This design comes from an exercise in tuning for small area, a short achievable clock period and few clock cycles on the open sky130 flow, not from production work. Where RTL was checked, it was by simulation tests only, not by an equivalence proof against the original. No activity file was given, so power comes from the tool's default toggle rates.

==> inputs of v6 <==
Design gvi_codec, start of the top module:
module gvi_codec (
    input  wire       clk,
    input  wire       rst,
    input  wire       enc_in_valid,
    output wire       enc_in_ready,
    input  wire [3:0] enc_in_nib,
    input  wire       enc_in_last,
    input  wire [3:0] enc_in_shift,
    output wire       enc_out_valid,
    input  wire       enc_out_ready,
    output wire [7:0] enc_out_char,
    output wire       enc_out_last,
    input  wire       dec_in_valid,
    output wire       dec_in_ready,
    input  wire [7:0] dec_in_char,
    input  wire       dec_in_last,
    input  wire [3:0] dec_in_shift,
    output wire       dec_out_valid,
    input  wire       dec_out_ready,
    output wire [3:0] dec_out_nib,
    output wire [1:0] dec_out_err,
    output wire       dec_out_last
);
clock: 7.0 ns
lec_check: 0
cap_margin: 20
core_margin: 2
core_utilization: 40
setup_slack_margin: 4.2
slew_margin: 20
standard.sh (not shown) runs the stock make flow with config.mk's settings and CLKGATE_MAP_FILE= SYNTH_SCRIPT=/design/flow/synth_recipe.tcl, a recipe that flattens the netlist after the stock synthesis.
==> flow/flow/run.sh <==
#!/bin/bash
# The standard layout, with synthesis left to ABC for the adders: yosys's
# full/half-adder extraction (ADDER_MAP_FILE) is skipped, nothing else changes.
set -euo pipefail
bash standard.sh ADDER_MAP_FILE= finish > orfs_make.log 2>&1
==> inputs of v9, as changes to v6 <==
SETUP_SLACK_MARGIN = 3.5   (was 4.2)
==> comparison table <==
Clock tree skew after final layout: v6 0.00642 ns; v9 0.00630 ns
Clk pin slew, worst setup/hold paths: v6 0.07 ns; v9 0.06 ns
Amount of wire on met3 after detailed routing: v6 785 microns; v9 590 microns
Wire length the detailed router placed on met1: v6 6820 microns; v9 6720 microns
Hold WS: v6 0.457 ns; v9 0.465 ns
Largest fanout on the critical path: v6 5; v9 15
RSZ-0062 raised after global routing: v6 yes; v9 no
Required time of the critical path: v6 7.09 ns; v9 5.60 ns
Pwr dens: v6 232 nW/um^2; v9 233 nW/um^2
Multi-input combinational gate total: v6 539; v9 538
Data arrival at the endpoint of the critical path: v6 3.02 ns; v9 1.99 ns
Switching power of the nets: v6 584 uW; v9 514 uW
Met1 GRT Util: v6 23.7%; v9 23.9%
Clk power: v6 507 uW; v9 465 uW
Proportion of cell area occupied by multi-input gates: v6 46.5%; v9 47.2%
Clock Latency Late Sink: v6 0.35 ns; v9 0.34 ns
Final cycle utilization of the critical path: v6 41.8%; v9 48.4%
Total Power Consumption: v6 1820 uW; v9 1670 uW
Result of the run: v6 finished clean; v9 finished clean
Sequential power share: v6 40.1%; v9 45.1%
Leading cell type in the layout, fill and taps excluded: v6 sky130_fd_sc_hd__edfxtp_1; v9 sky130_fd_sc_hd__nor2_1
Via Count: v6 5501; v9 5209
Layout area overhead: v6 23.4%; v9 12.9%
No functional check of the RTL was part of any run of this note.


==> run a <==
Another version of the RTL of gvi_codec (not shown whole).
==> flow/config.mk <==
export PLATFORM = sky130hd
export DESIGN_NAME = gvi_codec
export DESIGN_NICKNAME = gvi_codec
export VERILOG_FILES = /design/flow/design.v
export SDC_FILE = /design/flow/constraint.sdc
export NUM_CORES = 4
export LEC_CHECK = 0
export CAP_MARGIN = 20
export CORE_MARGIN = 2
export CORE_UTILIZATION = 40
export SETUP_SLACK_MARGIN = 4.6
export SLEW_MARGIN = 20
==> flow/constraint.sdc <==
create_clock -name core_clock -period 7.0 [get_ports {clk}]
set_input_delay 1.4000 -clock core_clock [delete_from_list [all_inputs] [get_ports {clk}]]
set_output_delay 1.4000 -clock core_clock [all_outputs]
set_load 0.01 [all_outputs]
Scripts as last shown in full above: flow/flow/run.sh
==> run b (differences from run a) <==
--- a/flow/design.v
+++ b/flow/design.v
@@ -551,20 +551,28 @@
     reg        drain;      
     reg        first;      
     reg  [3:0] mshift;
     reg  [7:0] pr;
     reg        pv, pesc, plast;
     reg  [7:0] ochar;
     reg        ovalid, olast;
     reg        ph;         
-    wire [3:0] k0 = {wn[1:0], wn[2], 1'b0};                   
-    wire [3:0] k1 = k0[3] ? k0 - 4'd7 : k0 + 4'd7;            
-    wire [3:0] k  = full ? 4'd14 : (rh ? k1 : k0);
-    assign in_ready  = !drain && (k <= 4'd10);
+    reg        in_ready_r;
+    function [3:0] kbits(input [2:0] n, input h, input f);
+        reg [3:0] k0;
+        begin
+            k0 = {n[1:0], n[2], 1'b0};                            
+            if (f) kbits = 4'd14;
+            else if (h) kbits = k0[3] ? k0 - 4'd7 : k0 + 4'd7;   
+            else kbits = k0;
+        end
+    endfunction
+    wire [3:0] k = kbits(wn, rh, full);
+    assign in_ready  = in_ready_r;
     assign out_valid = ovalid;
     assign out_char  = ochar;
     assign out_last  = olast;
     wire in_fire = in_valid & in_ready;
     wire [6:0] win = rh ? {buf_r[7], buf_r[8], buf_r[9], buf_r[10], buf_r[11], buf_r[12], buf_r[13]}
                         : {buf_r[0], buf_r[1], buf_r[2], buf_r[3], buf_r[4], buf_r[5], buf_r[6]};
     wire [6:0] mask = {1'b1, k > 4'd1, k > 4'd2, k > 4'd3, k > 4'd4, k > 4'd5, k > 4'd6};
     wire [6:0] sym  = win & mask;
@@ -572,27 +580,39 @@
     wire       have = (k >= 4'd7) | (drain & (k != 4'd0));
     wire       fin  = drain & (k <= 4'd7);        
     wire ofree = !ovalid | out_ready;
     wire pmove = ofree & pv & (!pesc | ph);
     wire pfree = !pv | pmove;
     wire pop   = pfree & have;
     wire [7:0] safe_chr;
     gvi_safe_enc u_enc (.r(pr), .chr(safe_chr));
+    wire       refin   = pop & fin;               
+    wire       drain_n = !refin & (drain | (in_fire & in_last));
+    wire [2:0] wn_n    = refin ? 3'd0 : !in_fire ? wn : (wn == 3'd6) ? 3'd0 : wn + 3'd1;
+    wire       rh_n    = !refin & (rh ^ pop);
+    wire       full_n  = !refin & !pop & (full | (in_fire & !rh & (wn == 3'd6)));
+    wire [3:0] k_n     = kbits(wn_n, rh_n, full_n);
     always @(posedge clk) begin
         if (rst) begin
+            in_ready_r <= 1'b1;
             wn     <= 3'd0;
             rh     <= 1'b0;
             full   <= 1'b0;
             drain  <= 1'b0;
             first  <= 1'b1;
             pv     <= 1'b0;
             ph     <= 1'b0;
             ovalid <= 1'b0;
         end else begin
+            in_ready_r <= !drain_n & (k_n <= 4'd10);
+            drain <= drain_n;
+            wn    <= wn_n;
+            rh    <= rh_n;
+            full  <= full_n;
             if (in_fire) begin
                 if (wn == 3'd0) buf_r[0]  <= in_nib[3];
                 if (wn == 3'd3) buf_r[0]  <= in_nib[1];
                 if (wn == 3'd0) buf_r[1]  <= in_nib[2];
                 if (wn == 3'd3) buf_r[1]  <= in_nib[0];
                 if (wn == 3'd0) buf_r[2]  <= in_nib[1];
                 if (wn == 3'd4) buf_r[2]  <= in_nib[3];
                 if (wn == 3'd0) buf_r[3]  <= in_nib[0];
@@ -612,36 +632,25 @@
                 if (wn == 3'd2) buf_r[10] <= in_nib[1];
                 if (wn == 3'd6) buf_r[10] <= in_nib[3];
                 if (wn == 3'd2) buf_r[11] <= in_nib[0];
                 if (wn == 3'd6) buf_r[11] <= in_nib[2];
                 if (wn == 3'd3) buf_r[12] <= in_nib[3];
                 if (wn == 3'd6) buf_r[12] <= in_nib[1];
                 if (wn == 3'd3) buf_r[13] <= in_nib[2];
                 if (wn == 3'd6) buf_r[13] <= in_nib[0];
-                wn    <= (wn == 3'd6) ? 3'd0 : wn + 3'd1;
                 first <= in_last;
                 if (first) mshift <= in_shift;
-                if (in_last) drain <= 1'b1;
             end
             if (pfree) pv <= have;
             if (pop) begin
                 pr    <= esc ? {5'd0, sym[2:0] - 3'd2} : {1'b0, sym} + {4'd0, mshift};
                 pesc  <= esc;
                 plast <= fin;
             end
-            if (pop & fin) begin
-                rh    <= 1'b0;
-                wn    <= 3'd0;
-                full  <= 1'b0;
-                drain <= 1'b0;
-            end else begin
-                full <= pop ? 1'b0 : (full | (in_fire & !rh & (wn == 3'd6)));
-                if (pop) rh <= !rh;
-            end
             if (ofree) ovalid <= pv;
             if (ofree & pv) begin
                 if (pesc & !ph) begin
                     ochar <= 8'h40;
                     olast <= 1'b0;
                     ph    <= 1'b1;
                 end else begin
                     ochar <= pesc ? {5'b00110, pr[2:0]} : safe_chr;
@@ -680,22 +689,29 @@
     reg        wh;         
     reg  [2:0] rn;         
     reg        full;       
     reg        drain;      
     reg  [1:0] derr;       
     reg  [3:0] onib;
     reg  [1:0] oerr;
     reg        ovalid, olast;
-    wire [3:0] kk0;
-    assign kk0 = (rn == 3'd0) ? 4'd0 : (rn == 3'd1) ? 4'd10 : (rn == 3'd2) ? 4'd6 : (rn == 3'd3) ? 4'd2 :
-                 (rn == 3'd4) ? 4'd12 : (rn == 3'd5) ? 4'd8 : 4'd4;    
-    wire [3:0] k1 = kk0[3] ? kk0 - 4'd7 : kk0 + 4'd7;         
-    wire [3:0] k  = full ? 4'd14 : (wh ? k1 : kk0);
-    assign in_ready  = !cv | skipping | (!drain & ((k <= 4'd7) | c_at));
+    reg        in_ready_r;
+    function [3:0] kbits(input [2:0] n, input h, input f);
+        reg [3:0] k0;
+        begin
+            k0 = (n == 3'd0) ? 4'd0 : (n == 3'd1) ? 4'd10 : (n == 3'd2) ? 4'd6 : (n == 3'd3) ? 4'd2 :
+                 (n == 3'd4) ? 4'd12 : (n == 3'd5) ? 4'd8 : 4'd4;       
+            if (f) kbits = 4'd14;
+            else if (h) kbits = k0[3] ? k0 - 4'd7 : k0 + 4'd7;     
+            else kbits = k0;
+        end
+    endfunction
+    wire [3:0] k = kbits(rn, wh, full);
+    assign in_ready  = in_ready_r;
     assign out_valid = ovalid;
     assign out_nib   = onib;
     assign out_err   = oerr;
     assign out_last  = olast;
     wire in_fire = in_valid & in_ready;
     wire ofree = !ovalid | out_ready;
     wire rd    = ofree & (k >= 4'd4);
     wire erd   = ofree & !(k >= 4'd4) & drain & (derr != E_NONE);
@@ -732,81 +748,87 @@
         end else if (c_at) begin
             if (clast) perr = E_TRUNC;
         end else if (chit) begin
             want_wr = 1'b1;
         end else begin
             perr = E_CHAR;
         end
     end
-    wire       room  = (k <= 4'd7) | (rd & (k <= 4'd11));    
+    wire       room  = (k <= 4'd7);
     wire       proc  = cv & (skipping | (!drain & (!want_wr | room)));
     wire       wr    = proc & !skipping & want_wr;
     wire       bw    = cv & !drain & room;
     wire       perr_go = proc & !skipping & (perr != E_NONE);
     wire       fin_in  = (wr & clast) | perr_go;    
+    wire       cv_n   = in_fire | (cv & !proc);
+    wire       c_at_n = in_fire ? (in_char == 8'h40) : c_at;
+    reg        skipping_n;
+    always @(*) begin
+        skipping_n = skipping;
+        if (proc) begin
+            if (skipping) begin
+                if (clast) skipping_n = 1'b0;
+            end else if (perr != E_NONE) begin
+                skipping_n = !clast;
+            end
+        end
+    end
+    wire       drain_n = !done & (drain | fin_in);
+    wire       wh_n    = !done & (wh ^ wr);
+    wire [2:0] rn_n    = done ? 3'd0 : !rd ? rn : (rn == 3'd6) ? 3'd0 : rn + 3'd1;
+    wire       full_n  = !done & (wr ? (wh & (rd ? rn == 3'd6 : rn == 3'd0)) : (full & !rd));
+    wire [3:0] k_n     = kbits(rn_n, wh_n, full_n);
     integer i;
     always @(posedge clk) begin
         if (rst) begin
             cv       <= 1'b0;
             first    <= 1'b1;
             esc_pend <= 1'b0;
             skipping <= 1'b0;
             wh       <= 1'b0;
             rn       <= 3'd0;
             full     <= 1'b0;
             drain    <= 1'b0;
             derr     <= E_NONE;
             ovalid   <= 1'b0;
+            in_ready_r <= 1'b1;
         end else begin
+            in_ready_r <= !cv_n | skipping_n | (!drain_n & ((k_n <= 4'd7) | c_at_n));
+            cv       <= cv_n;
+            skipping <= skipping_n;
+            drain    <= drain_n;
+            wh       <= wh_n;
+            rn       <= rn_n;
+            full     <= full_n;
             if (in_fire) begin
                 cidx  <= in_idx;
                 chit  <= in_hit;
                 c_at  <= (in_char == 8'h40);
                 cd05  <= (in_char[7:3] == 5'b00110) & !(in_char[2] & in_char[1]);
                 clast <= in_last;
                 first <= in_last;
                 if (first) mshift <= in_shift;
             end
-            if (in_fire) cv <= 1'b1;
-            else if (proc) cv <= 1'b0;
-            if (proc) begin
-                if (skipping) begin
-                    if (clast) skipping <= 1'b0;
-                end else begin
-                    esc_pend <= !esc_pend & c_at & !clast;
-                    if (perr != E_NONE) begin
-                        derr     <= perr;
-                        skipping <= !clast;
-                    end
-                end
+            if (proc & !skipping) begin
+                esc_pend <= !esc_pend & c_at & !clast;
+                if (perr != E_NONE) derr <= perr;
             end
             if (bw) begin
                 for (i = 0; i < 7; i = i + 1)
                     if (wh) buf_r[7 + i] <= psym[6 - i];
                     else    buf_r[i]     <= psym[6 - i];
             end
-            if (wr) wh <= !wh;
             if (ofree) begin
                 ovalid <= rd | erd;
                 onib   <= rnib;
                 oerr   <= rd ? E_NONE : derr;
                 olast  <= rfin | erd;
             end
-            if (rd) rn <= (rn == 3'd6) ? 3'd0 : rn + 3'd1;
-            if (done) begin
-                drain <= 1'b0;
-                derr  <= E_NONE;
-                full  <= 1'b0;
-                wh    <= 1'b0;
-                rn    <= 3'd0;
-            end else begin
-                if (fin_in) drain <= 1'b1;
-                full <= wr ? (wh & (rd ? rn == 3'd6 : rn == 3'd0)) : (full & !rd);
-            end
+            if (done) derr <= E_NONE;
         end
     end
 endmodule
 module gvi_codec (
     input  wire       clk,
     input  wire       rst,
     input  wire       enc_in_valid,
     output wire       enc_in_ready,
==> flow/flow/run.sh (replaced) <==
#!/bin/bash
# The standard layout with two synthesis/placement choices changed:
# - yosys's full/half-adder extraction (ADDER_MAP_FILE) is skipped, so ABC
#   maps the adders and comparators with the rest of the logic;
# - the port buffers that placement inserts are buf_1 cells.
set -euo pipefail
bash standard.sh ADDER_MAP_FILE= "BUFFER_PORTS_ARGS=-buffer_cell sky130_fd_sc_hd__buf_1" finish > orfs_make.log 2>&1
ABC_AREA = 1   (was unset)
CORE_UTILIZATION = 65   (was 40)
PLACE_DENSITY = 0.8   (was unset)
SETUP_SLACK_MARGIN = 4.5   (was 4.6)
==> out/metrics.cfg <==
[yosys]
synth_seq_area_share=0.400
synth_top_cell_area_share=0.331
synth-simple-area-share=0.201

[setup_path]
crit_required_ns=5.60
crit_path_end=enc_in_ready
worst-path-buf-inv=1

[clock_network]
clkSinkCount=96

[outcome]
outcome=timing/DRC/antenna clean

[power_and_ir_drop]
power_top_consumer=sequential cells
p_clk_frac=0.282
p_clk_uw=470

[grt]
grt_use_met1=0.267
first_global_vias=5665

[hold_path]
min_path_cells=1

That was run a.
==> out/metrics.cfg <==
[yosys]
synth_seq_area_share=0.415
synth_top_cell_area_share=0.338

[hold_path]
min_path_cells=2

[grt]
grt_use_met1=0.380

[setup_path]
worst-path-buf-inv=3
crit_path_end=u_decoder.buf_r[12]

[power_and_ir_drop]
power_top_consumer=combinational cells
p_clk_uw=325
p_clk_frac=0.158

[clock_network]
clkSinkCount=98

[outcome]
outcome=timing/DRC/antenna clean

That was run b.
Testbench counts of run a, summed over its fixed seeds: cycles 36,153.
Testbench counts of run b, summed over its fixed seeds: cycles 36,153.

==> what the ideal ports hide <==
In the flow no input, the clock included, has a driving cell. The finished layouts below were timed again as built, in two steps.
Step 1 assumes that a clkbuf_16 drives the clock port and a buf_2 every other input.
Step 2, shift: input delay + t, output delay - t, t = (earliest + latest rising clock arrival at the registers) / 2. This alone moves slack from input paths to output paths.
a / b / c = ideal / step 1 / step 2; a / b = the first two.
| run | t, ns | setup WS [ns] | worst setup path at the end |
|---|---|---|---|
| v6 | 0.389 | 4.073 / 4.073 / 3.917 | input to register |
| v9 | 0.371 | 3.614 / 3.578 / 3.292 | input to register |
| run a | 0.377 | 4.269 / 4.228 / 4.068 | input to register |
| run b | 0.399 | 4.442 / 4.462 / 4.062 | input to register |
After both steps setup and hold are still met in every run listed. For run b, which loses most, drivers alone change the setup slack by +0.020 ns; drivers and shift together by -0.380 ns.
